Background: an optimization exercise with open tools, aiming at small area, a short achievable clock period and few clock cycles. Do not read the settings as production practice.
Function was checked by simulation only, so behaviour that the tests miss may differ from the original.
Power and IR drop assume default switching activity.

**flow/design.v**
```verilog
module rpt_fmt (
    input  wire        clk,
    input  wire        rst,         
    input  wire        req_valid,
    output wire        req_ready,
    input  wire        req_kind,    
    input  wire [7:0]  req_t,
    input  wire [7:0]  req_h,
    input  wire [15:0] req_f,
    output wire        tx_valid,
    input  wire        tx_ready,
    output wire [7:0]  tx_data
);
    localparam [5:0] Q_HEAD = 6'd0,     
                     Q_T1   = 6'd1,     
                     Q_T2   = 6'd2,     
                     Q_T0   = 6'd4,     
                     Q_H0   = 6'd5,     
                     Q_H1   = 6'd6,     
                     Q_H2   = 6'd7,     
                     Q_HD2  = 6'd8,     
                     Q_HD0  = 6'd10,    
                     Q_F1   = 6'd11,    
                     Q_F2   = 6'd12,    
                     Q_F3   = 6'd13,    
                     Q_F4   = 6'd14,    
                     Q_FD4  = 6'd15,    
                     Q_FD0  = 6'd19,    
                     Q_K0   = 6'd20,    
                     Q_K9   = 6'd29,
                     Q_KD2  = 6'd30,    
                     Q_KD0  = 6'd32,    
                     Q_CR   = 6'd33,
                     Q_LF   = 6'd34;
    reg        txv;
    reg [7:0]  txd;
    reg        rfree;       
    reg        rrdy;        
    reg        kind;
    reg [19:0] r;           
    reg [4:0]  rstep;       
    reg [9:0]  s;           
    reg [5:0]  st;
    assign req_ready = rrdy;
    assign tx_valid  = txv;
    assign tx_data   = txd;
    function [3:0] add3;
        input [3:0] x;
        add3 = {x[3] | (x[2] & (x[1] | x[0])),
                (x[3] & x[0]) | (x[2] & ~x[1] & ~x[0]),
                (x[1] & (~x[2] | x[0])) | (x[3] & ~x[0]),
                (~x[3] & ~x[2] & x[0]) | (x[2] & x[1] & ~x[0]) | (x[3] & ~x[0])};
    endfunction
    wire rdone = kind ? rstep[4] : rstep[3];
    wire ge2  = |rstep[4:1];
    wire ge4  = |rstep[4:2];
    wire ge6  = rstep[4] | rstep[3] | (rstep[2] & rstep[1]);
    wire ge8  = |rstep[4:3];
    wire ge12 = rstep[4] | (rstep[3] & rstep[2]);
    wire en0  = kind ? 1'b1 : ge2;
    wire en1  = kind ? ge4  : ge6;
    wire en2  = kind ? ge8  : ge2;
    wire en3  = kind ? ge12 : ge6;
    reg [19:0] ra, rn;
    always @(*) begin
        ra = r;
        if (en0) ra[3:0]   = add3(r[3:0]);
        if (en1) ra[7:4]   = add3(r[7:4]);
        if (en2) ra[11:8]  = add3(r[11:8]);
        if (en3) ra[15:12] = add3(r[15:12]);
        rn = {ra[18:0], ra[19]};
        if (!kind) begin
            rn[0]  = ra[17];
            rn[8]  = ra[19];
            rn[16] = ra[7];
            rn[18] = ra[15];
        end
    end
    wire [2:0] kidx = st[2:0] - Q_K0[2:0];    
    reg  [9:0] sa, sn;
    always @(*) begin
        sa = s;
        if (kidx >= 3'd2) sa[3:0] = add3(s[3:0]);
        if (kidx >= 3'd6) sa[7:4] = add3(s[7:4]);
        sn = {sa[8:0], sa[9]};
    end
    wire [5:0] q_t = (|r[19:18]) ? Q_T2  : (|r[15:12]) ? Q_T2 + 6'd1  : Q_T0;
    wire [5:0] q_h = (|r[17:16]) ? Q_HD2 : (|r[7:4])   ? Q_HD2 + 6'd1 : Q_HD0;
    wire [5:0] q_f = (|r[18:16]) ? Q_FD4 : (|r[15:12]) ? Q_FD4 + 6'd1 :
                     (|r[11:8])  ? Q_FD4 + 6'd2 : (|r[7:4]) ? Q_FD4 + 6'd3 : Q_FD0;
    wire [5:0] q_s = (|s[9:8])   ? Q_KD2 : (|s[7:4])   ? Q_KD2 + 6'd1 : Q_KD0;
    reg [7:0] nb;
    reg [3:0] dg;
    reg       dig;
    reg       have;
    reg [5:0] nst;
    always @(*) begin
        have = 1'b1;
        nst  = st + 6'd1;
        nb   = 8'h00;
        dg   = 4'd0;
        dig  = 1'b0;
        case (st)
        Q_HEAD: begin
            have = ~rfree;
            nb   = kind ? "F" : "T";
            nst  = kind ? Q_F1 : Q_T1;
        end
        Q_T1:  begin nb = ":"; have = rdone; nst = q_t; end
        6'd2:  begin dig = 1'b1; dg = {2'b00, r[19:18]}; end
        6'd3:  begin dig = 1'b1; dg = r[15:12]; end
        6'd4:  begin dig = 1'b1; dg = r[11:8]; end
        Q_H0:  nb = " ";
        Q_H1:  nb = "H";
        Q_H2:  begin nb = ":"; nst = q_h; end
        6'd8:  begin dig = 1'b1; dg = {2'b00, r[17:16]}; end
        6'd9:  begin dig = 1'b1; dg = r[7:4]; end
        6'd10: begin dig = 1'b1; dg = r[3:0]; nst = Q_K0; end
        Q_F1:  nb = "R";
        Q_F2:  nb = "E";
        Q_F3:  nb = "Q";
        Q_F4:  begin nb = ":"; have = rdone; nst = q_f; end
        6'd15: begin dig = 1'b1; dg = {1'b0, r[18:16]}; end
        6'd16: begin dig = 1'b1; dg = r[15:12]; end
        6'd17: begin dig = 1'b1; dg = r[11:8]; end
        6'd18: begin dig = 1'b1; dg = r[7:4]; end
        6'd19: begin dig = 1'b1; dg = r[3:0]; end
        6'd20: nb = " ";
        6'd21: nb = "C";
        6'd22: nb = "H";
        6'd23: nb = "E";
        6'd24: nb = "C";
        6'd25: nb = "K";
        6'd26: nb = "S";
        6'd27: nb = "U";
        6'd28: nb = "M";
        Q_K9:  begin nb = ":"; nst = q_s; end
        6'd30: begin dig = 1'b1; dg = {2'b00, s[9:8]}; end
        6'd31: begin dig = 1'b1; dg = s[7:4]; end
        6'd32: begin dig = 1'b1; dg = s[3:0]; end
        Q_CR:  nb = 8'h0D;
        Q_LF:  begin nb = 8'h0A; nst = Q_HEAD; end
        default: begin have = 1'b0; nst = Q_HEAD; end
        endcase
        if (dig) nb = {4'h3, dg};
    end
    wire slot = ~txv | tx_ready;
    wire ld   = slot & have;
    wire acc  = req_valid & rrdy;
    wire body = (st != Q_HEAD) && (st < Q_K0);
    wire last_val = (st == Q_HD0) || (st == Q_FD0);
    always @(posedge clk) begin
        if (rst) begin
            txv   <= 1'b0;
            rfree <= 1'b1;
            rrdy  <= 1'b0;
            st    <= Q_HEAD;
        end else begin
            if (slot) txv <= have;
            if (ld) begin
                txd <= nb;
                st  <= nst;
            end
            if (acc)
                rfree <= 1'b0;
            else if (ld && last_val)
                rfree <= 1'b1;
            rrdy <= req_valid && !acc && (rfree || (ld && last_val));
        end
    end
    always @(posedge clk) begin
        if (rfree || (ld && last_val))
            kind <= req_kind;
    end
    always @(posedge clk) begin
        if (rfree) begin
            r     <= kind ? {req_f, 4'b0000}
                          : {req_t[7:6], req_h[7:6], req_t[5:0], 2'b00,
                             req_h[5:0], 2'b00};
            rstep <= 5'd0;
        end else if (!rdone) begin
            r     <= rn;
            rstep <= rstep + 5'd1;
        end
    end
    always @(posedge clk) begin
        if (ld) begin
            if (st == Q_HEAD)
                s <= {nb, 2'b00};
            else if (body)
                s[9:2] <= s[9:2] + nb;
            else if (st >= Q_K0 && st < Q_K0 + 6'd8)
                s <= sn;
        end
    end
endmodule
```
**flow/flow/run.sh**
```bash
#!/bin/bash
# The standard layout, with the smallest buffer on the ports instead of the
# delay cell buffer_ports picks by default, and timing repair asked to aim
# for a slack margin so that it works on the port paths too.
set -uo pipefail
export BUFFER_PORTS_ARGS="-buffer_cell sky130_fd_sc_hd__buf_1"
export SETUP_SLACK_MARGIN=31.1
bash standard.sh > standard.log 2>&1
```
**flow/standard.sh**
```bash
#!/bin/bash
# synth_recipe.tcl (not shown) runs the flow's synth.tcl, then flattens the netlist and writes it again
# the make line also repeats each setting of config.mk as NAME=value (left out here)
make -C /OpenROAD-flow-scripts/flow DESIGN_CONFIG=/design/flow/config.mk WORK_HOME=/design/flow/orfs CLKGATE_MAP_FILE= SYNTH_SCRIPT=/design/flow/synth_recipe.tcl "${@:-finish}"
```
**flow/config.mk**
```make
export PLATFORM = sky130hd
export DESIGN_NAME = rpt_fmt
export DESIGN_NICKNAME = rpt_fmt
export VERILOG_FILES = /design/flow/design.v
export SDC_FILE = /design/flow/constraint.sdc
export NUM_CORES = 4
export LEC_CHECK = 0
export CAP_MARGIN = 20
export CORE_MARGIN = 2
export CORE_UTILIZATION = 50
export CTS_BUF_LIST = sky130_fd_sc_hd__clkbuf_8
export CTS_CLUSTER_SIZE = 10
export PLACE_DENSITY = 0.65
export SLEW_MARGIN = 20
```
**flow/constraint.sdc**
```tcl
create_clock -name core_clock -period 40.0 [get_ports {clk}]
set_input_delay 8.0000 -clock core_clock [delete_from_list [all_inputs] [get_ports {clk}]]
set_output_delay 8.0000 -clock core_clock [all_outputs]
set_load 0.01 [all_outputs]
```
==> metrics.yaml, run 1 <==
route:
  route.detailed.wl_per_inst_um: 18.9
  initial_drc_count: 391
  num_vias: 4130
  detail_route.vias_per_cell: 6.45
  detail_route.wirelength_mm: 12.1
  detail_route.drc_violations: 0
  first_pass_iters: 5
  detail-route-antenna-nets: 0
power:
  power-per-cell-area_nw_per_um2: 81.0
  intPower_uw: 190
  total_power_uw: 368
  switching_share_pct: 48.3
  p_leak_nw: 1.71
  power.share.sequential_pct: 29.2
  worst_vdd_ir_mv: 0.0260
  power.switching_uw: 177
  share_comb_of_total_power_pct: 61.8
  share_clk_of_total_power_pct: 9.0
timing:
  timing.final.max_slew_violations: 0
  final_worst_path_period_need_ps: 8860
  fin_skew_ps: 20.0
  hold_ws_ps: 463
  worst-slew-pin-transition_ps: 965
  final_min_period_over_clock_period_pct: 22.2
  setup_viol: 0
  max_freq_mhz: 113
  number_of_hold_slack_violations_in_the_final_timing_report: 0
  grt_setup_unrepaired: "true"
  slew_headroom_pct: 35.6
  final_sum_of_negative_setup_slack_ps: 0
grt:
  first_pass_grt_wire_length_mm: 19.2
  grt_antenna_before_repair: 0
  track_usage_pct: 27.1
  via_count_of_the_first_global_routing_pass: 3769
  maximum_number_of_pins_on_one_net_before_global_route_repair: 34
  grt_overflow_total: 0
worst_setup_path:
  cp_slowest_stage_delay_ps: 380
  worst_setup_path_endpoint: "tx_valid"
  timing.critical_path.fanout_max: 2
  worstRegToRegCells: 16
  worst_path_max_delay_cell: "sky130_fd_sc_hd__dfxtp_1"
  worstSetupStartpointType: "flop"
  critical_path.cell_chain: "buf_1"
  worstPathBufferInverterCount: 1
  crit_path_end_kind: "output port"
  cp_top_delay_family: "flip-flops"
  critPathArrivalTime_ps: 860
  r2r_start: "st[0]$_SDFFE_PP0P_"
  startpoint: "txv$_SDFFE_PP0N_"
  timing.setup.critical_path_class: "reg -> out"
  worstSetupPathDepth: 1
  reg2reg_to: "s[8]$_DFFE_PP_"
  worst_ep_required_time_ps: 32000
  r2r_setup_slack_ps: 35070
die:
  die_height_um: 95.7
  core_um2: 8180
  start_util_pct: 51.4
  chipWidth_um: 95.7
  die_ar_um2: 9160
  rows: 33
  io-pin-count: 47
clock_network:
  cts-root-to-sink-buffers: 2
  clk_latency_ps: 330
  htree_num_levels: 2
  cts-root-buf: "sky130_fd_sc_hd__clkbuf_8"
  cts.hold.buffers_added: 0
  cts_tree: "yes"
  clkSinkCount: 52
  numCtsBuffers: 5
  cts.reportedPaths.clkPinSlew_ps: 90
cells_and_area:
  nFillCells: 773
  number_of_nets_at_the_end_of_the_flow: 584
  final_design_area_no_fill_um2: 4540
  drive_above_1_share_pct: 6.73
  mostFrequentLayoutCells: "sky130_fd_sc_hd__nand2_1 (52), sky130_fd_sc_hd__a21oi_1 (50), sky130_fd_sc_hd__nor2_1 (47), sky130_fd_sc_hd__buf_1 (44), sky130_fd_sc_hd__edfxtp_1 (38)"
  layout-area-overhead-vs-synth_pct: 8.01
  mostFrequentLayoutCell: "sky130_fd_sc_hd__nand2_1"
  final_cell_count_no_fill: 640
  diodes: 0
synth:
  synth-seq-cells: 52
  synth_nets: 556
  synth.area.top_cells: "sky130_fd_sc_hd__edfxtp_1 (27%), sky130_fd_sc_hd__dfxtp_1 (6.7%), sky130_fd_sc_hd__a21oi_1 (6.1%), sky130_fd_sc_hd__nand2_1 (4.7%), sky130_fd_sc_hd__nor2_1 (4.2%)"
  combined_area_of_all_synthesized_cells_um2: 4200
  netlist-cell-type-count: 74
  synthFlopType: "sky130_fd_sc_hd__edfxtp_1"
  syn-instance-count: 506
  synth-seq-area-share_pct: 33.8
  synth_top_area_share_pct: 27.1
  synth_top_area_cell: "sky130_fd_sc_hd__edfxtp_1"
  number_of_enable_flip_flop_cells_after_synthesis: 38
  synth_warnings: 1
  post_synth.cell_area_avg_um2: 8.31
  ys_async_sr_fraction_pct: 0
flow_run:
  max_cap_viol_count: 0
placement:
  dp.final_hpwl_mm: 8.79
  globalplace.congestion: 0.914
  placement.io_buffers: 45
  area_of_placed_instances_um2: 4420
  placed_cells: 628
run_status:
  run_status: "finished clean"
worst_hold_path:
  hold_path_class: "reg -> reg"
-- stage by stage --
step	utilization, %	worst slack, ps
2_1_floorplan	-	31070
3_3_place_gp	54.0	30690
3_5_place_dp	54.0	30680
4_1_cts	55.2	31130
5_1_grt	55.5	31100
6_report	55.5	31140
-- layout make-up --
type	instances	area [um2]	area share [%]
Clock buffer	5	68.8	1.52
Clock inverter	3	25.0	0.551
Tap cell	105	131	2.89
Multi-Input combinational cell	409	2620	57.8
Inverter	15	56.3	1.24
Sequential cell	52	1420	31.3
Timing Repair Buffer	51	215	4.74
-- power by group through the flow --
stage                     Combinational (mW)  Clock [mW]  Sequential, mW
after global placement                 0.210           0           0.107
final                                  0.227      0.0330           0.108
after CTS                              0.216      0.0332           0.106
after floorplan                        0.173           0          0.0981
after global routing                   0.252      0.0354           0.109
after detailed placement               0.215           0           0.108
-- what timing repair did --
action                     in CTS  in global routing
resized for setup               1                  1
setup endpoints to repair       7                  8
hold endpoints to repair        0                  0
setup buffers                   0                  4
-- cells by family (layout without fill, tap and decap cells) --
family | Yosys count | in the layout | share of synthesized area, %
compound gates | 174 | 174 | 27.0
xor+xnor | 8 | 8 | 1.67
fa+ha+maj | 14 | 14 | 4.29
buf+inv | 45 | 74 | 4.52
flops | 52 | 52 | 33.8
mux | 19 | 19 | 5.12
other cells | 1 | 1 | 0.0892
simple gates | 193 | 193 | 23.5
-- metal layers --
metal  vias up  track usage [%]  part of all wire (%)
li1       1979                -                     -
met1      1919             36.4                    42
met2       200             44.8                    47
met3        32             4.31                   7.5
met4         0             9.05                   2.9
met5         -                0                     0
-- cell usage after synthesis, types with 4 or more instances --
cell type,instances
sky130_fd_sc_hd__nand2_1,53
sky130_fd_sc_hd__a21oi_1,51
sky130_fd_sc_hd__nor2_1,47
sky130_fd_sc_hd__edfxtp_1,38
sky130_fd_sc_hd__o21ai_0,31
sky130_fd_sc_hd__mux2i_1,17
sky130_fd_sc_hd__clkbuf_1,16
sky130_fd_sc_hd__dfxtp_1,14
sky130_fd_sc_hd__inv_1,14
sky130_fd_sc_hd__nand3_1,14
sky130_fd_sc_hd__ha_1,12
sky130_fd_sc_hd__nor2b_1,12
sky130_fd_sc_hd__a31oi_1,11
sky130_fd_sc_hd__nor3_1,11
sky130_fd_sc_hd__a21o_1,9
sky130_fd_sc_hd__a22oi_1,9
sky130_fd_sc_hd__a211oi_1,8
sky130_fd_sc_hd__and3_1,7
sky130_fd_sc_hd__and2_1,6
sky130_fd_sc_hd__buf_1,6
sky130_fd_sc_hd__nand2b_1,6
sky130_fd_sc_hd__nand3b_1,6
sky130_fd_sc_hd__o211ai_1,6
sky130_fd_sc_hd__a221oi_1,5
sky130_fd_sc_hd__nor4_1,5
sky130_fd_sc_hd__o22ai_1,5
sky130_fd_sc_hd__or2_2,5
sky130_fd_sc_hd__xnor2_1,5
sky130_fd_sc_hd__a22o_1,4
sky130_fd_sc_hd__buf_2,4
-- worst min path at each step --
stage / start / end / slack (ps) / cells past startpoint
after global routing: rrdy$_SDFF_PP0_ / rrdy$_SDFF_PP0_ / 500 / 1
after global placement: rrdy$_SDFF_PP0_ / rrdy$_SDFF_PP0_ / 440 / 1
after CTS: rrdy$_SDFF_PP0_ / rrdy$_SDFF_PP0_ / 470 / 1
final: rrdy$_SDFF_PP0_ / rrdy$_SDFF_PP0_ / 460 / 1
after floorplan: rrdy$_SDFF_PP0_ / rrdy$_SDFF_PP0_ / 490 / 1
after detailed placement: rrdy$_SDFF_PP0_ / rrdy$_SDFF_PP0_ / 460 / 1
Testbench counts, summed over its fixed seeds: cycles 36,790.
==> run 2: changes to the inputs <==
==> flow/flow/run.sh (replaced) <==
#!/bin/bash
# The standard layout, with the smallest buffer on the ports instead of the
# delay cell buffer_ports picks by default, timing repair asked to aim for a
# slack margin so that it works on the port paths too, and no dummy loads in
# the clock tree.
set -uo pipefail
export BUFFER_PORTS_ARGS="-buffer_cell sky130_fd_sc_hd__buf_1"
export SETUP_SLACK_MARGIN=31.1
export CTS_ARGS="-sink_clustering_enable -repair_clock_nets -sink_clustering_size 10 -buf_list sky130_fd_sc_hd__clkbuf_8 -dont_use_dummy_load"
bash standard.sh > standard.log 2>&1
==> metrics.yaml, run 2 <==
placement:
  placement.io_buffers: 45  # unchanged
  worst_setup_timing_slack_at_the_placement_stage_ps: 30680  # unchanged
  dp.final_hpwl_mm: 8.79  # unchanged
  globalplace.congestion: 0.914  # unchanged
die:
  core_um2: 8180  # unchanged
  chipWidth_um: 95.7  # unchanged
  die_ar_um2: 9160  # unchanged
  die_height_um: 95.7  # unchanged
  io-pin-count: 47  # unchanged
  start_util_pct: 51.4  # unchanged
  rows: 33  # unchanged
worst_setup_path:
  cp_top_delay_family: "flip-flops"
  worstSetupPathDepth: 1  # unchanged
  crit_path_end_kind: "output port"
  critical_path.cell_chain: "clkbuf_2"
  worstSetupStartpointType: "flop"
  timing.critical_path.fanout_max: 1  # -1
  worstRegToRegCells: 16  # unchanged
  cp_slowest_stage_delay_ps: 390  # about the same
  worst_path_max_delay_cell: "sky130_fd_sc_hd__edfxtp_1"
  critPathArrivalTime_ps: 850  # about the same
  worst_ep_required_time_ps: 32000  # about the same
  worstPathBufferInverterCount: 1  # unchanged
  timing.setup.critical_path_class: "reg -> out"
cells_and_area:
  layout-area-overhead-vs-synth_pct: 7.41
  diodes: 0  # unchanged
  mostFrequentLayoutCell: "sky130_fd_sc_hd__nand2_1"
  mostFrequentLayoutCells: "sky130_fd_sc_hd__nand2_1 (52), sky130_fd_sc_hd__a21oi_1 (50), sky130_fd_sc_hd__nor2_1 (47), sky130_fd_sc_hd__buf_1 (44), sky130_fd_sc_hd__edfxtp_1 (38)"
  drive_above_1_share_pct: 6.20  # -0.53 points
  number_of_nets_at_the_end_of_the_flow: 584  # unchanged
timing:
  number_of_hold_slack_violations_in_the_final_timing_report: 0  # unchanged
  timing.final.max_slew_violations: 0  # unchanged
  slew_headroom_pct: 34.6  # -0.99 points
  final_worst_path_period_need_ps: 8850  # -14.3 ps
  worst-slew-pin-transition_ps: 980  # +14.9 ps
  grt_setup_unrepaired: "false"
  fin_skew_ps: 36.9  # +16.9 ps
  setup_ws_ps: 31150  # +14.3 ps
  max_freq_mhz: 113  # +0.16%
  final_sum_of_negative_setup_slack_ps: 0  # unchanged
  final_min_period_over_clock_period_pct: 22.1  # -0.036 points
  setup_viol: 0  # unchanged
synth:
  synth_nets: 556  # unchanged
  synth-seq-area-share_pct: 33.8  # unchanged
  combined_area_of_all_synthesized_cells_um2: 4200  # unchanged
  synth_warnings: 1  # unchanged
  synth.area.top_cells: "sky130_fd_sc_hd__edfxtp_1 (27%), sky130_fd_sc_hd__dfxtp_1 (6.7%), sky130_fd_sc_hd__a21oi_1 (6.1%), sky130_fd_sc_hd__nand2_1 (4.7%), sky130_fd_sc_hd__nor2_1 (4.2%)"
  post-synth-top-count-cell: "sky130_fd_sc_hd__nand2_1"
  number_of_enable_flip_flop_cells_after_synthesis: 38  # unchanged
  netlist-cell-type-count: 74  # unchanged
  ys_top_cells_by_count: "sky130_fd_sc_hd__nand2_1 (53), sky130_fd_sc_hd__a21oi_1 (51), sky130_fd_sc_hd__nor2_1 (47)"
  synthFlopType: "sky130_fd_sc_hd__edfxtp_1"
  synth-seq-cells: 52  # unchanged
  synth_top_area_share_pct: 27.1  # unchanged
  post_synth.cell_area_avg_um2: 8.31  # unchanged
  synth_top_area_cell: "sky130_fd_sc_hd__edfxtp_1"
  syn-instance-count: 506  # unchanged
  ys_async_sr_fraction_pct: 0  # unchanged
worst_hold_path:
  hold_path_class: "reg -> reg"
  hold_path_cell_cnt: 1  # unchanged
clock_network:
  cts-root-to-sink-buffers: 2  # unchanged
  clk_latency_ps: 320  # about the same
  numCtsBuffers: 5  # unchanged
  cts_tree: "yes"
  cts.hold.buffers_added: 0  # unchanged
  cts.reportedPaths.clkPinSlew_ps: 110  # +20 ps
  htree_num_levels: 2  # unchanged
  cts-root-buf: "sky130_fd_sc_hd__clkbuf_8"
  clkSinkCount: 52  # unchanged
power:
  worst_vdd_ir_mv: 0.0251  # -3.3%
  p_leak_nw: 1.70  # -0.54%
  power-per-cell-area_nw_per_um2: 80.0  # -1.1%
grt:
  grt_antenna_before_repair: 0  # unchanged
  maximum_number_of_pins_on_one_net_before_global_route_repair: 34  # unchanged
  via_count_of_the_first_global_routing_pass: 3760  # -0.24%
  first_pass_grt_wire_length_mm: 19.2  # about the same
  track_usage_pct: 27.1  # about the same
  grt_overflow_total: 0  # unchanged
route:
  detail_route.wirelength_mm: 12.0  # -0.89%
  first_pass_iters: 5  # unchanged
  detail-route-antenna-nets: 0  # unchanged
  initial_drc_count: 357  # -8.7%
  detail_route.vias_per_cell: 6.47  # +0.32%
  num_vias: 4124  # -0.15%
  route.detailed.wl_per_inst_um: 18.8  # -0.42%
  detail_route.drc_violations: 0  # unchanged
flow_run:
  max_cap_viol_count: 0  # unchanged
run_status:
  run_status: "finished clean"
run 2: cell count changes in the layout (fill, tap and decap cells not counted):
cell	before	now
sky130_fd_sc_hd__clkinvlp_4	1	0
sky130_fd_sc_hd__inv_6	2	0
run 2: cell families after synthesis:
group | synth area share, %
adders and majority gates | 4.29
buffers and inverters | 4.52
AOI/OAI and AO/OA | 27.0
DFF | 33.8
other | 0.0892
muxes | 5.12
and+or+nand+nor | 23.5
xor gates and xnor gates | 1.67
run 2: timing repair:
item                                    CTS  global route
cloned                                    0             0
endpoints found under the setup margin    7             8
gates resized for setup                   1             1
buffers inserted                          0             4
run 2: layer usage:
metal | global-route usage (%) | vias up | wire length, um
li1 | - | 1966 | -
met1 | 36.8 | 1924 | 4950
met2 | 44.6 | 208 | 5820
met3 | 4.31 | 26 | 872
met4 | 8.33 | 0 | 329
met5 | 0 | - | 0
run 2: layout make-up:
class / count / area [um2]
fillers: 775 / 3660
multi-input cells: 409 / 2620
flip-flops and latches: 52 / 1420
repair buffers: 51 / 215
well taps: 105 / 131
clock buffers: 5 / 68.8
inverters: 15 / 56.3
run 2: path summary, 6_finish.rpt:
kind,startpoint,endpoint,slack (ps)
min reg2reg,rrdy$_SDFF_PP0_,rrdy$_SDFF_PP0_,460
max,txd[0]$_DFFE_PP_,tx_data[0],31150
min,rrdy$_SDFF_PP0_,rrdy$_SDFF_PP0_,460
max reg2reg,st[0]$_SDFFE_PP0P_,s[8]$_DFFE_PP_,35110
run 2: through the flow:
stage | utilization, % | power (mW) | instances | hold WS [ps] | instance area, um2
5_1_grt | 55.2 | 0.392 | 637 | 493 | 4520
4_1_cts | 54.9 | 0.351 | 633 | 465 | 4480
6_report | 55.2 | 0.361 | 637 | 460 | 4520
2_1_floorplan | - | 0.272 | 506 | 495 | 4240
3_5_place_dp | 54.0 | 0.322 | 628 | 458 | 4420
3_3_place_gp | 54.0 | 0.318 | 628 | 442 | 4420
run 2: power by group:
group	leakage, nW	internal [mW]	switching [mW]
combinational	1.16	0.0932	0.133
sequential	0.504	0.0841	0.0232
clock	0.0359	0.0113	0.0163
==> run 3: changes to the inputs <==
--- a/flow/design.v
+++ b/flow/design.v
@@ -149,3 +149,2 @@
     wire acc  = req_valid & rrdy;
-    wire body = (st != Q_HEAD) && (st < Q_K0);
     wire last_val = (st == Q_HD0) || (st == Q_FD0);
@@ -187,7 +186,6 @@
         if (ld) begin
-            if (st == Q_HEAD)
-                s <= {nb, 2'b00};
-            else if (body)
-                s[9:2] <= s[9:2] + nb;
-            else if (st >= Q_K0 && st < Q_K0 + 6'd8)
+            if (st < Q_K0)
+                s <= {((st == Q_HEAD) ? 8'd0 : s[9:2]) + nb,
+                      (st == Q_HEAD) ? 2'b00 : s[1:0]};
+            else if (st < Q_K0 + 6'd8)
                 s <= sn;
==> flow/flow/run.sh (replaced) <==
#!/bin/bash
# The standard layout, with the smallest buffer on the ports instead of the
# delay cell buffer_ports picks by default, and timing repair asked to aim
# for a slack margin so that it works on the port paths too.
set -uo pipefail
export BUFFER_PORTS_ARGS="-buffer_cell sky130_fd_sc_hd__buf_1"
export SETUP_SLACK_MARGIN=31.3
bash standard.sh > standard.log 2>&1
==> metrics.yaml, run 3 <==
worst_hold_path:
  hold_path_cell_cnt: 2  # +1
  hold_path_class: "reg -> reg"
  hold_path_end: "rrdy$_SDFF_PP0_"
  hold_start: "rrdy$_SDFF_PP0_"
clock_network:
  cts_tree: "yes"
  clk_latency_ps: 320  # about the same
  numCtsBuffers: 5  # unchanged
  clkSinkCount: 52  # unchanged
  cts.reportedPaths.clkPinSlew_ps: 110  # about the same
  htree_num_levels: 2  # unchanged
  cts.hold.buffers_added: 0  # unchanged
  cts-root-buf: "sky130_fd_sc_hd__clkbuf_8"
  cts-root-to-sink-buffers: 2  # unchanged
synth:
  synth_warnings: 1  # unchanged
  synth_top_area_cell: "sky130_fd_sc_hd__edfxtp_1"
  synthesized_area_fraction_occupied_by_and_or_nand_nor_cells_pct: 26.2  # +2.7 points
  synth_top_area_share_pct: 25.9  # -1.2 points
  synthMuxAreaShare_pct: 5.00  # -0.12 points
  number_of_enable_flip_flop_cells_after_synthesis: 38  # unchanged
  synth-seq-area-share_pct: 32.3  # -1.5 points
  syn-instance-count: 527  # +4.2%
  post_synth.cell_area_avg_um2: 8.36  # +0.62%
  synth.area.top_cells: "sky130_fd_sc_hd__edfxtp_1 (26%), sky130_fd_sc_hd__dfxtp_1 (6.4%), sky130_fd_sc_hd__nor2_1 (5.1%), sky130_fd_sc_hd__nand2_1 (4.3%), sky130_fd_sc_hd__a21oi_1 (4.0%)"
  post_synthesis_compound_gate_area_fraction_pct: 26.4  # -0.61 points
  ys_async_sr_fraction_pct: 0  # unchanged
  synth_nets: 577  # +3.8%
  synth_adder_area_share_pct: 3.86  # -0.42 points
  synth-seq-cells: 52  # unchanged
  synth_top_family_by_area: "compound AO/OA/AOI/OAI gates"
  post-synth-top-count-cell: "sky130_fd_sc_hd__nor2_1"
  combined_area_of_all_synthesized_cells_um2: 4410  # +4.8%
  netlist-cell-type-count: 80  # +8.1%
  synthFlopType: "sky130_fd_sc_hd__edfxtp_1"
  xor_and_xnor_area_share_after_synthesis_pct: 0.994  # -0.67 points
  ys_top_cells_by_count: "sky130_fd_sc_hd__nor2_1 (60), sky130_fd_sc_hd__nand2_1 (51), sky130_fd_sc_hd__edfxtp_1 (38)"
worst_setup_path:
  worst_path_max_delay_cell: "sky130_fd_sc_hd__edfxtp_1"
  timing.setup.critical_path_class: "reg -> out"
  critical_path.cell_chain: "clkbuf_2"
  r2r_setup_slack_ps: 35210  # +100 ps
  worstRegToRegCells: 15  # -1
  cp_top_delay_family: "flip-flops"
  worstSetupStartpointType: "flop"
  worstSetupPathDepth: 1  # unchanged
  cp_slowest_stage_delay_ps: 390  # about the same
  timing.critical_path.fanout_max: 1  # unchanged
  crit_path_end_kind: "output port"
  worstPathBufferInverterCount: 1  # unchanged
  worst_ep_required_time_ps: 32000  # about the same
  critPathArrivalTime_ps: 840  # about the same
  r2r_start: "st[1]$_SDFFE_PP0P_"
  reg2reg_to: "s[9]$_DFFE_PP_"
power:
  power.switching_uw: 127  # -27%
  p_leak_nw: 1.75  # +3.0%
  intPower_uw: 154  # -18%
  worst_vdd_ir_mv: 0.0214  # -15%
  share_clk_of_total_power_pct: 11.1  # +3.5 points
  power.share.sequential_pct: 35.0  # +5.3 points
  switching_share_pct: 45.2  # -2.6 points
  share_comb_of_total_power_pct: 53.9  # -8.8 points
  power-per-cell-area_nw_per_um2: 58.5  # -27%
die:
  die_height_um: 97.9  # +2.3%
  io-pin-count: 47  # unchanged
  start_util_pct: 51.0  # -0.41 points
  core_um2: 8640  # +5.6%
  die_ar_um2: 9580  # +4.6%
  rows: 34  # +3.0%
  chipWidth_um: 97.9  # +2.3%
timing:
  number_of_hold_slack_violations_in_the_final_timing_report: 0  # unchanged
  worst-slew-pin-transition_ps: 1010  # +29.0 ps
  setup_viol: 0  # unchanged
  grt_setup_unrepaired: "true"
  hold_ws_ps: 527  # +67.6 ps
  max_freq_mhz: 113  # about the same
  timing.final.max_slew_violations: 0  # unchanged
  slew_headroom_pct: 32.6  # -1.9 points
  fin_skew_ps: 11.6  # -25.3 ps
  final_worst_path_period_need_ps: 8840  # -6.40 ps
  final_min_period_over_clock_period_pct: 22.1  # about the same
  final_sum_of_negative_setup_slack_ps: 0  # unchanged
route:
  num_vias: 4322  # +4.8%
  detail_route.wirelength_mm: 12.5  # +4.0%
  route.detailed.wl_per_inst_um: 18.7  # -0.35%
  first_pass_iters: 5  # unchanged
  initial_drc_count: 455  # +27%
  detail_route.drc_violations: 0  # unchanged
  detail-route-antenna-nets: 0  # unchanged
  detail_route.vias_per_cell: 6.50  # +0.39%
placement:
  globalplace.congestion: 0.906  # -0.82%
  placement.io_buffers: 45  # unchanged
  dp.final_hpwl_mm: 8.82  # +0.38%
cells_and_area:
  drive_above_1_share_pct: 11.8  # +5.6 points
  layout-area-overhead-vs-synth_pct: 8.80
  number_of_nets_at_the_end_of_the_flow: 606  # +3.8%
  mostFrequentLayoutCells: "sky130_fd_sc_hd__nor2_1 (59), sky130_fd_sc_hd__nand2_1 (51), sky130_fd_sc_hd__edfxtp_1 (38), sky130_fd_sc_hd__buf_1 (35), sky130_fd_sc_hd__a21oi_1 (34)"
  diodes: 0  # unchanged
  mostFrequentLayoutCell: "sky130_fd_sc_hd__nor2_1"
grt:
  maximum_number_of_pins_on_one_net_before_global_route_repair: 48  # +41%
  first_pass_grt_wire_length_mm: 21.0  # +9.0%
  grt_overflow_total: 0  # unchanged
  via_count_of_the_first_global_routing_pass: 4005  # +6.5%
  track_usage_pct: 26.6  # -0.48 points
  grt_antenna_before_repair: 0  # unchanged
run_status:
  run_status: "finished clean"
flow_run:
  max_cap_viol_count: 0  # unchanged
==> run 3: repair_timing <==
action | in CTS | in global routing
resized for setup | 11 | 10
buffers inserted | 3 | 3
setup endpoints to repair | 32 | 26
pin swaps | 1 | 1
==> run 3: cells by family (layout without fill, tap and decap cells) <==
family | count (synthesis) | after routing
mux | 19 | 19
xor+xnor | 5 | 5
compound gates | 165 | 165
other cells | 1 | 1
buf+inv | 47 | 77
simple gates | 225 | 225
flops | 52 | 52
fa+ha+maj | 13 | 13
==> run 3: metal layers <==
layer	vias to the layer above	wire, um	GRT usage, %
met5	-	0	0
met2	209	5940	43.7
li1	2048	-	-
met1	2043	5420	37.3
met4	0	213	7.59
met3	22	876	3.08
==> run 3: final cells by class <==
type                       instances  area (um2)
clock buffer                       5        68.8
fill                             850        3840
clock inverter                     3        16.3
sequential                        52        1420
multi-input combinational        428        2810
timing repair buffer              57         294
tap                              108         135
inverter                          12        45.0
==> run 3: metrics by stage <==
step | worst slack (ps) | util (%) | std cells | instance area [um2] | power [mW]
floorplan | 31070 | - | 527 | 4450 | 0.206
global placement | 30680 | 53.4 | 651 | 4610 | 0.238
detailed placement | 30640 | 53.4 | 651 | 4610 | 0.241
CTS | 31130 | 55.0 | 662 | 4750 | 0.277
global route | 31110 | 55.5 | 665 | 4790 | 0.303
finish | 31160 | 55.5 | 665 | 4790 | 0.280
==> run 3: how the worst max path moves through the flow <==
stage                      from        endpoint  slack, ps
2_1_floorplan          tx_ready  s[2]$_DFFE_PP_      31070
3_3_place_gp           tx_ready            flop      30680
3_5_place_dp           tx_ready            flop      30640
4_1_cts        txd[0]$_DFFE_PP_      tx_data[0]      31130
5_1_grt        txd[0]$_DFFE_PP_      tx_data[0]      31110
6_report       txd[0]$_DFFE_PP_      tx_data[0]      31160
==> run 3: power groups by stage <==
stage | Combinational (mW) | Sequential (mW) | Clock, mW
after floorplan | 0.112 | 0.0933 | 0
after global placement | 0.140 | 0.0983 | 0
after detailed placement | 0.143 | 0.0989 | 0
after CTS | 0.147 | 0.0976 | 0.0323
after global routing | 0.169 | 0.100 | 0.0340
final | 0.151 | 0.0982 | 0.0311
Testbench counts of run 3, summed over its fixed seeds: cycles 36,790.
==> run 4: changes to the inputs <==
--- a/flow/flow/run.sh
+++ b/flow/flow/run.sh
@@ -6,3 +6,3 @@
 export BUFFER_PORTS_ARGS="-buffer_cell sky130_fd_sc_hd__buf_1"
-export SETUP_SLACK_MARGIN=31.3
+export SETUP_SLACK_MARGIN=31.1
 bash standard.sh > standard.log 2>&1
==> metrics.yaml, run 4 <==
grt:
  via_count_of_the_first_global_routing_pass: 3877  # -3.2%
  track_usage_pct: 25.4  # -1.2 points
  maximum_number_of_pins_on_one_net_before_global_route_repair: 48  # unchanged
  grt_antenna_before_repair: 0  # unchanged
  first_pass_grt_wire_length_mm: 20.0  # -4.8%
  grt_overflow_total: 0  # unchanged
synth:
  post_synth.cell_area_avg_um2: 8.36  # unchanged
  synth-seq-cells: 52  # unchanged
  syn-instance-count: 527  # unchanged
  synth_nets: 577  # unchanged
  synth-seq-area-share_pct: 32.3  # unchanged
  post-synth-top-count-cell: "sky130_fd_sc_hd__nor2_1"
  synth_warnings: 1  # unchanged
  number_of_enable_flip_flop_cells_after_synthesis: 38  # unchanged
  ys_top_cells_by_count: "sky130_fd_sc_hd__nor2_1 (60), sky130_fd_sc_hd__nand2_1 (51), sky130_fd_sc_hd__edfxtp_1 (38)"
  synth_top_area_share_pct: 25.9  # unchanged
  synthFlopType: "sky130_fd_sc_hd__edfxtp_1"
  combined_area_of_all_synthesized_cells_um2: 4410  # unchanged
  netlist-cell-type-count: 80  # unchanged
  synth.area.top_cells: "sky130_fd_sc_hd__edfxtp_1 (26%), sky130_fd_sc_hd__dfxtp_1 (6.4%), sky130_fd_sc_hd__nor2_1 (5.1%), sky130_fd_sc_hd__nand2_1 (4.3%), sky130_fd_sc_hd__a21oi_1 (4.0%)"
  ys_async_sr_fraction_pct: 0  # unchanged
  synth_top_area_cell: "sky130_fd_sc_hd__edfxtp_1"
timing:
  number_of_hold_slack_violations_in_the_final_timing_report: 0  # unchanged
  slew_headroom_pct: 41.3  # +8.7 points
  hold_ws_ps: 453  # -74.1 ps
  setup_ws_ps: 31090  # -64.9 ps
  setup_viol: 0  # unchanged
  worst-slew-pin-transition_ps: 872  # -137 ps
  fin_skew_ps: 6.15  # -5.42 ps
  final_sum_of_negative_setup_slack_ps: 0  # unchanged
  max_freq_mhz: 112  # -0.73%
  final_min_period_over_clock_period_pct: 22.3  # +0.16 points
  timing.final.max_slew_violations: 0  # unchanged
  final_worst_path_period_need_ps: 8910  # +64.9 ps
  grt_setup_unrepaired: "true"
placement:
  placed_cells: 651  # unchanged
  placement.io_buffers: 45  # unchanged
  globalplace.congestion: 0.900  # -0.70%
  worst_setup_timing_slack_at_the_placement_stage_ps: 30650  # +9.70 ps
  dp.final_hpwl_mm: 8.68  # -1.5%
  area_of_placed_instances_um2: 4600  # -0.35%
cells_and_area:
  number_of_nets_at_the_end_of_the_flow: 602  # -0.66%
  drive_above_1_share_pct: 8.68  # -3.2 points
  mostFrequentLayoutCell: "sky130_fd_sc_hd__nor2_1"
  layout-area-overhead-vs-synth_pct: 6.67
  finish.utilization_pct: 54.4  # -1.1 points
  mostFrequentLayoutCells: "sky130_fd_sc_hd__nor2_1 (59), sky130_fd_sc_hd__nand2_1 (51), sky130_fd_sc_hd__buf_1 (45), sky130_fd_sc_hd__edfxtp_1 (38), sky130_fd_sc_hd__a21oi_1 (35)"
  final_cell_count_no_fill: 661  # -0.60%
  diodes: 0  # unchanged
  final_design_area_no_fill_um2: 4700  # -2.0%
power:
  p_leak_nw: 1.69  # -3.7%
  worst_vdd_ir_mv: 0.0212  # -1.2%
  power-per-cell-area_nw_per_um2: 58.7  # +0.35%
  total_power_uw: 276  # -1.6%
worst_setup_path:
  worst_ep_required_time_ps: 39980  # +7980 ps
  reg2reg_to: "s[9]$_DFFE_PP_"
  worstSetupStartpointType: "input pin"
  r2r_start: "st[1]$_SDFFE_PP0P_"
  crit_path_end_kind: "flop"
  critPathArrivalTime_ps: 8890  # +8050 ps
  timing.setup.critical_path_class: "in -> reg"
  worstRegToRegCells: 15  # unchanged
  r2r_setup_slack_ps: 35220  # about the same
  timing.critical_path.fanout_max: 11  # +10
clock_network:
  numCtsBuffers: 5  # unchanged
  cts_tree: "yes"
  cts-root-buf: "sky130_fd_sc_hd__clkbuf_8"
  clk_latency_ps: 310  # about the same
  cts-root-to-sink-buffers: 2  # unchanged
  cts.reportedPaths.clkPinSlew_ps: 100  # about the same
  cts.hold.buffers_added: 0  # unchanged
  htree_num_levels: 2  # unchanged
  clkSinkCount: 52  # unchanged
run_status:
  run_status: "finished clean"
die:
  rows: 34  # unchanged
  io-pin-count: 47  # unchanged
  die_height_um: 97.9  # unchanged
  chipWidth_um: 97.9  # unchanged
  core_um2: 8640  # unchanged
  die_ar_um2: 9580  # unchanged
  start_util_pct: 51.0  # unchanged
worst_hold_path:
  hold_start: "rrdy$_SDFF_PP0_"
  hold_path_class: "reg -> reg"
  hold_path_end: "rrdy$_SDFF_PP0_"
  hold_path_cell_cnt: 1  # -1
route:
  initial_drc_count: 535  # +18%
  detail_route.drc_violations: 0  # unchanged
  detail-route-antenna-nets: 0  # unchanged
  detail_route.wirelength_mm: 12.1  # -2.7%
  route.detailed.wl_per_inst_um: 18.3  # -2.1%
  first_pass_iters: 5  # unchanged
  detail_route.vias_per_cell: 6.42  # -1.2%
  num_vias: 4244  # -1.8%
flow_run:
  max_cap_viol_count: 0  # unchanged
[run 4: worst max-delay path, cell delays in order]
cell and delay, ps:
sky130_fd_sc_hd__buf_1 150, sky130_fd_sc_hd__nor2b_4 80, sky130_fd_sc_hd__a21o_2 310, sky130_fd_sc_hd__nor2_2 340
[run 4: worst max-delay path by stage]
stage,start,to,slack [ps],cells past startpoint
floorplan,tx_ready,s[2]$_DFFE_PP_,31080,4
global placement,tx_ready,flop,30690,4
detailed placement,tx_ready,flop,30650,4
CTS,tx_ready,txd[1]$_DFFE_PP_,31100,4
global route,tx_ready,flop,31030,4
finish,tx_ready,txd[6]$_DFFE_PP_,31090,4
[run 4: power by group]
group,leakage (nW),switching [mW],total (mW),internal [mW]
sequential,0.503,0.0176,0.0974,0.0798
combinational,1.14,0.0881,0.148,0.0594
clock,0.0507,0.0189,0.0309,0.0121
total,1.69,0.125,0.276,0.151
[run 4: cell type report]
| type | instances | area, um2 |
|---|---|---|
| inverters | 12 | 45.0 |
| clock buffers | 5 | 68.8 |
| fillers | 824 | 3940 |
| flip-flops and latches | 52 | 1420 |
| multi-input cells | 428 | 2780 |
| well taps | 108 | 135 |
| clock inverters | 3 | 16.3 |
| repair buffers | 53 | 229 |
[run 4: layer usage]
layer,GRT usage [%],share of wire (%),vias up
met3,4.01,6.8,30
li1,-,-,2040
met2,38.8,46,202
met4,9.40,2.8,0
met5,0,0,-
met1,36.5,44,1972
[run 4: timing repair]
| item | 4_1_cts | 5_1_grt |
|---|---|---|
| gates resized for setup | 2 | 0 |
| setup endpoints to repair | 15 | 8 |
| pin swaps | 1 | 0 |
| cloned | 0 | 0 |
| buffers inserted | 2 | 0 |
[run 4: cell families after synthesis]
logic type,share of synthesized area [%]
other,0.0851
flip-flops,32.3
buffers and inverters,5.23
multiplexers,5.00
adder cells (fa/ha/maj),3.86
XOR/XNOR,0.994
AO/OA/AOI/OAI,26.4
AND/OR/NAND/NOR,26.2
==> run 5: changes to the inputs <==
--- a/flow/design.v
+++ b/flow/design.v
@@ -40,3 +40,3 @@
     reg [19:0] r;           
-    reg [4:0]  rstep;       
+    reg [3:0]  rstep;       
     reg [9:0]  s;           
@@ -53,12 +53,10 @@
     endfunction
-    wire rdone = kind ? rstep[4] : rstep[3];
-    wire ge2  = |rstep[4:1];
-    wire ge4  = |rstep[4:2];
-    wire ge6  = rstep[4] | rstep[3] | (rstep[2] & rstep[1]);
-    wire ge8  = |rstep[4:3];
-    wire ge12 = rstep[4] | (rstep[3] & rstep[2]);
-    wire en0  = kind ? 1'b1 : ge2;
-    wire en1  = kind ? ge4  : ge6;
-    wire en2  = kind ? ge8  : ge2;
-    wire en3  = kind ? ge12 : ge6;
+    wire rdone = kind ? (rstep == 4'd13) : (rstep == 4'd5);
+    wire ge1  = |rstep;
+    wire ge3  = |rstep[3:2] | (rstep[1] & rstep[0]);
+    wire ge5  = rstep[3] | (rstep[2] & (rstep[1] | rstep[0]));
+    wire ge9  = rstep[3] & (|rstep[2:0]);
+    wire en1  = kind ? ge1 : ge3;
+    wire en2  = kind ? ge5 : 1'b1;
+    wire en3  = kind ? ge9 : ge3;
     reg [19:0] ra, rn;
@@ -66,3 +64,3 @@
         ra = r;
-        if (en0) ra[3:0]   = add3(r[3:0]);
+        ra[3:0] = add3(r[3:0]);
         if (en1) ra[7:4]   = add3(r[7:4]);
@@ -78,2 +76,3 @@
     end
+    wire [7:0] ssum = {s[2:0], s[9:5]};
     wire [2:0] kidx = st[2:0] - Q_K0[2:0];    
@@ -82,4 +81,4 @@
         sa = s;
-        if (kidx >= 3'd2) sa[3:0] = add3(s[3:0]);
-        if (kidx >= 3'd6) sa[7:4] = add3(s[7:4]);
+        sa[3:0] = add3(s[3:0]);
+        if (kidx >= 3'd3) sa[7:4] = add3(s[7:4]);
         sn = {sa[8:0], sa[9]};
@@ -149,2 +148,3 @@
     wire acc  = req_valid & rrdy;
+    wire body = (st != Q_HEAD) && (st < Q_K0);
     wire last_val = (st == Q_HD0) || (st == Q_FD0);
@@ -175,9 +175,9 @@
         if (rfree) begin
-            r     <= kind ? {req_f, 4'b0000}
-                          : {req_t[7:6], req_h[7:6], req_t[5:0], 2'b00,
-                             req_h[5:0], 2'b00};
-            rstep <= 5'd0;
+            r     <= kind ? {req_f[12:0], 4'b0000, req_f[15:13]}
+                          : {req_t[4:3], req_h[4:3], req_t[2:0], 2'b00,
+                             req_t[7:5], req_h[2:0], 2'b00, req_h[7:5]};
+            rstep <= 4'd0;
         end else if (!rdone) begin
             r     <= rn;
-            rstep <= rstep + 5'd1;
+            rstep <= rstep + 4'd1;
         end
@@ -186,6 +186,7 @@
         if (ld) begin
-            if (st < Q_K0)
-                s <= {((st == Q_HEAD) ? 8'd0 : s[9:2]) + nb,
-                      (st == Q_HEAD) ? 2'b00 : s[1:0]};
-            else if (st < Q_K0 + 6'd8)
+            if (st == Q_HEAD)
+                s <= {nb[4:0], 2'b00, nb[7:5]};
+            else if (body)
+                {s[2:0], s[9:5]} <= ssum + nb;
+            else if (st >= Q_K0 && st < Q_K0 + 6'd5)
                 s <= sn;
==> flow/flow/run.sh (replaced) <==
#!/bin/bash
# The standard layout, with the smallest buffer on the ports instead of the
# delay cell buffer_ports picks by default, timing repair asked to aim for a
# slack margin so that it works on the port paths too, and no dummy loads in
# the clock tree.
set -uo pipefail
export BUFFER_PORTS_ARGS="-buffer_cell sky130_fd_sc_hd__buf_1"
export SETUP_SLACK_MARGIN=31.1
export CTS_ARGS="-sink_clustering_enable -repair_clock_nets -sink_clustering_size 10 -buf_list sky130_fd_sc_hd__clkbuf_8 -dont_use_dummy_load"
bash standard.sh > standard.log 2>&1
--- a/flow/config.mk
+++ b/flow/config.mk
@@ -9,6 +9,4 @@
 export CORE_MARGIN = 2
-export CORE_UTILIZATION = 50
-export CTS_BUF_LIST = sky130_fd_sc_hd__clkbuf_8
-export CTS_CLUSTER_SIZE = 10
-export PLACE_DENSITY = 0.65
+export CORE_UTILIZATION = 65
+export PLACE_DENSITY = 0.8
 export SLEW_MARGIN = 20
==> metrics.yaml, run 5 <==
timing:
  final_min_period_over_clock_period_pct: 22.1  # -0.14 points
  slew_headroom_pct: 30.1  # -11 points
  hold_ws_ps: 447  # -5.66 ps
  final_sum_of_negative_setup_slack_ps: 0  # unchanged
  worst-slew-pin-transition_ps: 1050  # +173 ps
  fin_skew_ps: 24.8  # +18.6 ps
  final_worst_path_period_need_ps: 8850  # -56.8 ps
  max_freq_mhz: 113  # +0.64%
  number_of_hold_slack_violations_in_the_final_timing_report: 0  # unchanged
  setup_viol: 0  # unchanged
  timing.final.max_slew_violations: 0  # unchanged
  grt_setup_unrepaired: "false"
die:
  chipWidth_um: 84.7  # -13%
  io-pin-count: 47  # unchanged
  rows: 29  # -15%
  core_um2: 6310  # -27%
  start_util_pct: 67.1  # +16 points
  die_height_um: 84.7  # -13%
  die_ar_um2: 7180  # -25%
route:
  post_route_m1_wl_mm: 4.40  # -18%
  initial_drc_count: 680  # +27%
  dr.max_layer_used: "met4"
  detail-route-antenna-nets: 0  # unchanged
  detail_route.vias_per_cell: 6.94  # +8.1%
  detail_route.wirelength_mm: 11.1  # -8.1%
  met2RoutedLength_mm: 5.17  # -7.5%
  detail_route.drc_violations: 0  # unchanged
  first_pass_iters: 6  # +1
  route.detailed.wl_per_inst_um: 18.9  # +3.1%
  num_vias: 4089  # -3.7%
  met3_wire_length_mm: 1.10  # +32%
worst_setup_path:
  cp_top_delay_family: "flip-flops"
  crit_path_end_kind: "output port"
  worst_path_max_delay_cell: "sky130_fd_sc_hd__edfxtp_1"
  critPathArrivalTime_ps: 850  # -8040 ps
  worstPathBufferInverterCount: 1  # unchanged
  timing.critical_path.fanout_max: 1  # -10
  timing.setup.critical_path_class: "reg -> out"
  cp_slowest_stage_delay_ps: 390  # +50 ps
  worstSetupStartpointType: "flop"
  worst_ep_required_time_ps: 32000  # -7980 ps
  critical_path.cell_chain: "buf_1"
synth:
  ys_top_cells_by_count: "sky130_fd_sc_hd__a21oi_1 (52), sky130_fd_sc_hd__nor2_1 (46), sky130_fd_sc_hd__edfxtp_1 (38)"
  synthFlopType: "sky130_fd_sc_hd__edfxtp_1"
  combined_area_of_all_synthesized_cells_um2: 4240  # -3.8%
  synth_warnings: 1  # unchanged
  post_synth.cell_area_avg_um2: 8.59  # +2.8%
  synth-seq-area-share_pct: 33.1  # +0.81 points
  netlist-cell-type-count: 74  # -7.5%
  number_of_enable_flip_flop_cells_after_synthesis: 38  # unchanged
  synth_nets: 547  # -5.2%
  ys_async_sr_fraction_pct: 0  # unchanged
  synth_top_area_share_pct: 26.9  # +1.0 points
  synth_top_area_cell: "sky130_fd_sc_hd__edfxtp_1"
  post-synth-top-count-cell: "sky130_fd_sc_hd__a21oi_1"
  synth-seq-cells: 51  # -1.9%
  syn-instance-count: 493  # -6.5%
  synth.area.top_cells: "sky130_fd_sc_hd__edfxtp_1 (27%), sky130_fd_sc_hd__a21oi_1 (6.1%), sky130_fd_sc_hd__dfxtp_1 (6.1%), sky130_fd_sc_hd__ha_1 (4.7%), sky130_fd_sc_hd__nor2_1 (4.1%)"
grt:
  track_usage_pct: 32.0  # +6.6 points
  first_pass_grt_wire_length_mm: 18.7  # -6.5%
  maximum_number_of_pins_on_one_net_before_global_route_repair: 43  # -10%
  via_count_of_the_first_global_routing_pass: 3715  # -4.2%
  grt_antenna_before_repair: 0  # unchanged
  grt_overflow_total: 0  # unchanged
cells_and_area:
  mostFrequentLayoutCells: "sky130_fd_sc_hd__a21oi_1 (51), sky130_fd_sc_hd__nor2_1 (45), sky130_fd_sc_hd__buf_1 (45), sky130_fd_sc_hd__edfxtp_1 (38), sky130_fd_sc_hd__nand2_1 (34)"
  register_area_um2: 1400  # -1.5%
  largest_reg_flops: 17
  diodes: 0  # unchanged
  layout_top_registers: "r: 17 flops, s: 9 flops, txd: 7 flops"
  regMostFlops: "r"
  nFillCells: 493  # -40%
  multi_input_comb_area_um2: 2640  # -5.0%
  mostFrequentLayoutCell: "sky130_fd_sc_hd__a21oi_1"
  number_of_nets_at_the_end_of_the_flow: 568  # -5.6%
  drive_above_1_share_pct: 6.05  # -2.6 points
  layout-area-overhead-vs-synth_pct: 5.32
power:
  power-per-cell-area_nw_per_um2: 78.2  # +33%
  total_power_uw: 349  # +26%
  p_leak_nw: 1.62  # -3.9%
  worst_vdd_ir_mv: 0.0587  # +180%
placement:
  globalplace.congestion: 0.968  # +7.6%
  placement.io_buffers: 45  # unchanged
  dp.final_hpwl_mm: 8.04  # -7.5%
clock_network:
  clk_latency_ps: 310  # about the same
  post_cts_buffers: 0  # -2
  cts.hold.buffers_added: 0  # unchanged
  clkSinkCount: 51  # -1.9%
  cts-root-buf: "sky130_fd_sc_hd__clkbuf_8"
  numCtsBuffers: 5  # unchanged
  ctsResizeCount: 0  # -2
  cts.reportedPaths.clkPinSlew_ps: 100  # about the same
  htree_num_levels: 2  # unchanged
  cts-root-to-sink-buffers: 2  # unchanged
  cts_tree: "yes"
worst_hold_path:
  hold_path_class: "reg -> reg"
flow_run:
  max_cap_viol_count: 0  # unchanged
run_status:
  run_status: "finished clean"
-- run 5: final timing paths --
check                     startpoint         endpoint  slack, ps  cells past startpoint
hold / removal       rrdy$_SDFF_PP0_  rrdy$_SDFF_PP0_        450                      1
hold reg to reg      rrdy$_SDFF_PP0_  rrdy$_SDFF_PP0_        450                      1
setup reg to reg  st[3]$_SDFFE_PP0P_   s[1]$_DFFE_PP_      35300                     13
setup / recovery    txd[3]$_DFFE_PP_       tx_data[3]      31150                      1
-- run 5: cell families after synthesis --
logic type	Yosys count	share of synthesized area (%)
AND/OR/NAND/NOR	183	23.0
AO/OA/AOI/OAI	163	26.0
flip-flops	51	33.1
buffers and inverters	50	5.14
adder cells (fa/ha/maj)	17	5.20
multiplexers	17	5.26
XOR/XNOR	11	2.27
other	1	0.0885
-- run 5: final cells by class --
class	count	area share (%)
well taps	77	2.16
repair buffers	48	4.29
inverters	16	1.35
flip-flops and latches	51	31.4
multi-input cells	392	59.3
clock buffers	5	1.54
-- run 5: routing by layer --
| layer | GRT usage, % | up-vias |
|---|---|---|
| met4 | 15.0 | 0 |
| met3 | 6.98 | 55 |
| met1 | 43.2 | 1863 |
| met2 | 49.2 | 257 |
| li1 | - | 1914 |
| met5 | 0 | - |
-- run 5: stage by stage --
stage               cell area, um2  instances  util, %  worst slack, ps
floorplan                     4260        493        -            31100
CTS                           4460        589     70.7            31130
global placement              4390        584     69.6            30980
finish                        4460        589     70.7            31150
global route                  4460        589     70.7            31120
detailed placement            4390        584     69.6            30950
-- run 5: where the power goes --
part           internal [mW]  switching, mW  total [mW]  leakage, nW
Clock                 0.0113         0.0164      0.0278       0.0359
Sequential            0.0836         0.0233       0.107        0.497
Combinational         0.0871          0.127       0.214         1.09
Total                  0.182          0.167       0.349         1.62
Testbench counts of run 5, summed over its fixed seeds: cycles 36,766.
==> run 6: changes to the inputs <==
--- a/flow/config.mk
+++ b/flow/config.mk
@@ -9,4 +9,4 @@
 export CORE_MARGIN = 2
-export CORE_UTILIZATION = 65
-export PLACE_DENSITY = 0.8
+export CORE_UTILIZATION = 40
+export PLACE_DENSITY = 0.6
 export SLEW_MARGIN = 20
==> metrics.yaml, run 6 <==
die:
  chipWidth_um: 107  # +26%
  die_ar_um2: 11400  # +59%
  die_height_um: 107  # +26%
  core_um2: 10300  # +64%
  io-pin-count: 47  # unchanged
  start_util_pct: 41.0  # -26 points
  rows: 37  # +28%
cells_and_area:
  layout-area-overhead-vs-synth_pct: 6.91
  mostFrequentLayoutCells: "sky130_fd_sc_hd__a21oi_1 (51), sky130_fd_sc_hd__nor2_1 (45), sky130_fd_sc_hd__buf_1 (45), sky130_fd_sc_hd__edfxtp_1 (38), sky130_fd_sc_hd__nand2_1 (34)"
  multi_input_comb_area_um2: 2640  # unchanged
  register_area_um2: 1400  # about the same
  nFillCells: 1019  # +110%
  largest_reg_flops: 17  # unchanged
  regMostFlops: "r"
  diodes: 0  # unchanged
  number_of_nets_at_the_end_of_the_flow: 567  # -0.18%
  drive_above_1_share_pct: 6.07  # +0.012 points
  mostFrequentLayoutCell: "sky130_fd_sc_hd__a21oi_1"
  layout_top_registers: "r: 17 flops, s: 9 flops, txd: 7 flops"
worst_setup_path:
  r2r_setup_slack_ps: 35320  # +20 ps
  worstPathBufferInverterCount: 1  # unchanged
  timing.critical_path.fanout_max: 2  # +1
  cp_slowest_stage_delay_ps: 390  # about the same
  critPathArrivalTime_ps: 860  # about the same
  worst_path_max_delay_cell: "sky130_fd_sc_hd__dfxtp_1"
  critical_path.cell_chain: "buf_1"
  worst_ep_required_time_ps: 32000  # about the same
  worstSetupStartpointType: "flop"
  cp_top_delay_family: "flip-flops"
  crit_path_end_kind: "output port"
  timing.setup.critical_path_class: "reg -> out"
flow_run:
  max_cap_viol_count: 0  # unchanged
timing:
  setup_viol: 0  # unchanged
  timing.final.max_slew_violations: 0  # unchanged
  slew_headroom_pct: 26.1  # -4.0 points
  grt_setup_unrepaired: "false"
  number_of_hold_slack_violations_in_the_final_timing_report: 0  # unchanged
  final_min_period_over_clock_period_pct: 22.1  # about the same
  final_sum_of_negative_setup_slack_ps: 0  # unchanged
  final_worst_path_period_need_ps: 8860  # +8.00 ps
  max_freq_mhz: 113  # about the same
  worst-slew-pin-transition_ps: 1110  # +59.7 ps
  fin_skew_ps: 13.5  # -11.3 ps
placement:
  globalplace.congestion: 0.860  # -11%
  dp.final_hpwl_mm: 8.53  # +6.2%
  placement.io_buffers: 45  # unchanged
route:
  num_vias: 3945  # -3.5%
  first_pass_iters: 6  # unchanged
  detail-route-antenna-nets: 0  # unchanged
  detail_route.drc_violations: 0  # unchanged
  detail_route.wirelength_mm: 11.7  # +5.3%
  detail_route.vias_per_cell: 6.10  # -12%
  initial_drc_count: 298  # -56%
  route.detailed.wl_per_inst_um: 18.1  # -4.1%
clock_network:
  ctsResizeCount: 0  # unchanged
  cts.reportedPaths.clkPinSlew_ps: 90  # about the same
  htree_num_levels: 2  # unchanged
  cts_tree: "yes"
  numCtsBuffers: 5  # unchanged
  clk_latency_ps: 310  # about the same
  post_cts_buffers: 0  # unchanged
  cts.hold.buffers_added: 0  # unchanged
  cts-root-to-sink-buffers: 2  # unchanged
  clkSinkCount: 51  # unchanged
  cts-root-buf: "sky130_fd_sc_hd__clkbuf_8"
synth:
  synth-seq-cells: 51  # unchanged
  synth_top_area_cell: "sky130_fd_sc_hd__edfxtp_1"
  synth_nets: 547  # unchanged
  synth-seq-area-share_pct: 33.1  # unchanged
  combined_area_of_all_synthesized_cells_um2: 4240  # unchanged
  ys_async_sr_fraction_pct: 0  # unchanged
  synth_warnings: 1  # unchanged
  number_of_enable_flip_flop_cells_after_synthesis: 38  # unchanged
  post_synth.cell_area_avg_um2: 8.59  # unchanged
  synth.area.top_cells: "sky130_fd_sc_hd__edfxtp_1 (27%), sky130_fd_sc_hd__a21oi_1 (6.1%), sky130_fd_sc_hd__dfxtp_1 (6.1%), sky130_fd_sc_hd__ha_1 (4.7%), sky130_fd_sc_hd__nor2_1 (4.1%)"
  synth_top_area_share_pct: 26.9  # unchanged
  syn-instance-count: 493  # unchanged
  netlist-cell-type-count: 74  # unchanged
  post-synth-top-count-cell: "sky130_fd_sc_hd__a21oi_1"
  ys_top_cells_by_count: "sky130_fd_sc_hd__a21oi_1 (52), sky130_fd_sc_hd__nor2_1 (46), sky130_fd_sc_hd__edfxtp_1 (38)"
  synthFlopType: "sky130_fd_sc_hd__edfxtp_1"
power:
  p_leak_nw: 1.62  # -0.30%
  worst_vdd_ir_mv: 0.0320  # -45%
  total_power_uw: 348  # -0.25%
  power-per-cell-area_nw_per_um2: 76.8  # -1.7%
run_status:
  run_status: "finished clean"
worst_hold_path:
  hold_path_class: "reg -> reg"
grt:
  maximum_number_of_pins_on_one_net_before_global_route_repair: 44  # +2.3%
  via_count_of_the_first_global_routing_pass: 3614  # -2.7%
  grt_overflow_total: 0  # unchanged
  first_pass_grt_wire_length_mm: 19.3  # +3.2%
  track_usage_pct: 20.9  # -11 points
  grt_antenna_before_repair: 0  # unchanged
[run 6: worst paths after layout]
path | from | endpoint | depth (start not counted)
setup / recovery | txv$_SDFFE_PP0N_ | tx_valid | 1
hold / removal | rrdy$_SDFF_PP0_ | rrdy$_SDFF_PP0_ | 1
setup reg to reg | st[3]$_SDFFE_PP0P_ | s[1]$_DFFE_PP_ | 13
hold reg to reg | rrdy$_SDFF_PP0_ | rrdy$_SDFF_PP0_ | 1
[run 6: routing by layer]
metal | global-route usage, % | routed length (um) | vias to the layer above
met2 | 32.7 | 5440 | 184
met1 | 30.0 | 5280 | 1836
met5 | 0 | 0 | -
li1 | - | - | 1906
met3 | 2.31 | 795 | 19
met4 | 7.14 | 213 | 0
[run 6: cell families after synthesis]
group	after synthesis	synth area share, %
and+or+nand+nor	183	23.0
AOI/OAI and AO/OA	163	26.0
DFF	51	33.1
buffers and inverters	50	5.14
adders and majority gates	17	5.20
muxes	17	5.26
xor gates and xnor gates	11	2.27
other	1	0.0885
[run 6: layout make-up]
class                   instances  area share, %
inverters                      16           1.33
flip-flops and latches         51           31.0
clock buffers                   5           1.52
repair buffers                 47           4.06
multi-input cells             392           58.4
well taps                     136           3.76
[run 6: report_power, final]
part,switching (mW),total (mW),internal (mW)
clock network,0.0165,0.0279,0.0114
logic,0.124,0.210,0.0866
registers,0.0260,0.110,0.0837
[run 6: through the flow]
step	hold slack [ps]	worst slack [ps]	utilization, %	cell area (um2)	std cells
floorplan	462	31100	-	4260	493
global placement	439	30940	43.2	4460	642
detailed placement	446	30920	43.2	4460	642
CTS	459	31140	43.9	4530	647
global route	484	31110	43.9	4530	647
finish	465	31140	43.9	4530	647
==> run 7: changes to the inputs <==
--- a/flow/config.mk
+++ b/flow/config.mk
@@ -9,4 +9,6 @@
 export CORE_MARGIN = 2
-export CORE_UTILIZATION = 40
-export PLACE_DENSITY = 0.6
+export CORE_UTILIZATION = 50
+export CTS_BUF_LIST = sky130_fd_sc_hd__clkbuf_8
+export CTS_CLUSTER_SIZE = 10
+export PLACE_DENSITY = 0.65
 export SLEW_MARGIN = 20
==> metrics.yaml, run 7 <==
grt:
  groute.layer.met1.usage_pct: 36.8  # +6.7 points
  globalRouteMet2Util_pct: 42.6  # +9.9 points
  grt_overflow_total: 0  # unchanged
  busiest_layer: "met2"
  grtUsageMet3_pct: 3.84  # +1.5 points
  via_count_of_the_first_global_routing_pass: 3564  # -1.4%
  maximum_number_of_pins_on_one_net_before_global_route_repair: 44  # unchanged
cells_and_area:
  nFillCells: 804  # -21%
  mostFrequentLayoutCell: "sky130_fd_sc_hd__a21oi_1"
  diodes: 0  # unchanged
  layout-area-overhead-vs-synth_pct: 6.32
  number_of_nets_at_the_end_of_the_flow: 569  # +0.35%
clock_network:
  cts-root-to-sink-buffers: 2  # unchanged
  post_cts_buffers: 0  # unchanged
  numCtsBuffers: 5  # unchanged
  clk_latency_ps: 310  # about the same
  clkSinkCount: 51  # unchanged
  cts.hold.buffers_added: 0  # unchanged
  cts_tree: "yes"
synth:
  combined_area_of_all_synthesized_cells_um2: 4240  # unchanged
  synth_nets: 547  # unchanged
  synth-seq-cells: 51  # unchanged
  netlist-cell-type-count: 74  # unchanged
  number_of_enable_flip_flop_cells_after_synthesis: 38  # unchanged
  ys_async_sr_fraction_pct: 0  # unchanged
  ys_top_cells_by_count: "sky130_fd_sc_hd__a21oi_1 (52), sky130_fd_sc_hd__nor2_1 (46), sky130_fd_sc_hd__edfxtp_1 (38)"
  post-synth-top-count-cell: "sky130_fd_sc_hd__a21oi_1"
placement:
  dp.final_hpwl_mm: 8.44  # -1.1%
route:
  route.detailed.wl_per_inst_um: 18.7  # +3.4%
  detail-route-antenna-nets: 0  # unchanged
  detail_route.wirelength_mm: 11.6  # -1.3%
worst_setup_path:
  cp_slowest_stage_delay_ps: 380  # about the same
  worstPathBufferInverterCount: 1  # unchanged
  worst_path_max_delay_cell: "sky130_fd_sc_hd__dfxtp_1"
power:
  power-per-cell-area_nw_per_um2: 77.4  # +0.78%
  p_leak_nw: 1.63  # +0.59%
timing:
  number_of_hold_slack_violations_in_the_final_timing_report: 0  # unchanged
  final_sum_of_negative_setup_slack_ps: 0  # unchanged
  max_freq_mhz: 113  # +0.17%
  worst-slew-pin-transition_ps: 1030  # -73.3 ps
  timing.final.max_slew_violations: 0  # unchanged
  fin_skew_ps: 14.8  # +1.38 ps
  hold_ws_ps: 457  # -8.07 ps
  final_min_period_over_clock_period_pct: 22.1  # -0.037 points
die:
  core_um2: 8220  # -20%
  rows: 33  # -11%
  start_util_pct: 51.6  # +11 points
flow_run:
  max_cap_viol_count: 0  # unchanged
run_status:
  run_status: "finished clean"
-- run 7: cell counts after synthesis --
No cell type changed its count.
-- run 7: report_power, final --
| group | internal, mW | leakage [nW] | switching, mW |
|---|---|---|---|
| clock network | 0.0114 | 0.0359 | 0.0166 |
| logic | 0.0878 | 1.09 | 0.125 |
| registers | 0.0835 | 0.497 | 0.0241 |
| total | 0.183 | 1.63 | 0.166 |
-- run 7: cell type report --
type                       instances  area [um2]  area share, %
clock buffer                       5        68.8           1.53
inverter                          16        60.1           1.33
multi-input combinational        392        2640           58.7
sequential                        51        1400           31.1
tap                              105         131           2.92
timing repair buffer              49         199           4.42
-- run 7: through the flow --
stage | std cells | total power [mW] | util (%) | instance area [um2] | worst slack (ps)
5_1_grt | 618 | 0.375 | 54.8 | 4500 | 31110
6_report | 618 | 0.349 | 54.8 | 4500 | 31160
2_1_floorplan | 493 | 0.268 | - | 4260 | 31100
3_5_place_dp | 612 | 0.316 | 53.9 | 4430 | 30910
4_1_cts | 617 | 0.344 | 54.7 | 4500 | 31150
3_3_place_gp | 612 | 0.309 | 53.9 | 4430 | 30950
-- run 7: kinds of logic (layout without fill, tap and decap cells) --
group	count (synthesis)	count (layout)	share of synthesized area [%]
simple gates	183	183	23.0
fa+ha+maj	17	17	5.20
flops	51	51	33.1
other cells	1	1	0.0885
xor+xnor	11	11	2.27
compound gates	163	163	26.0
buf+inv	50	70	5.14
mux	17	17	5.26
-- run 7: path summary, 6_finish.rpt --
path / slack (ps) / endpoint / cells past startpoint / from
max: 31160 / tx_valid / 1 / txv$_SDFFE_PP0N_
min: 460 / rrdy$_SDFF_PP0_ / 1 / rrdy$_SDFF_PP0_
max reg2reg: 35330 / s[1]$_DFFE_PP_ / 15 / st[0]$_SDFFE_PP0P_
min reg2reg: 460 / rrdy$_SDFF_PP0_ / 1 / rrdy$_SDFF_PP0_
-- run 7: per-layer routing --
layer / up-vias / share of wire [%]
met5: - / 0
met4: 0 / 2.4
met3: 30 / 7.1
met2: 188 / 46
met1: 1857 / 45
li1: 1912 / -

Check on run 7: ideal ports give 31.158 ns setup slack; a clkbuf_16 on the clock port and buf_2 on the inputs give 31.124 ns; moving port delays by the midpoint clock arrival (0.334 ns) as well gives 30.868 ns.
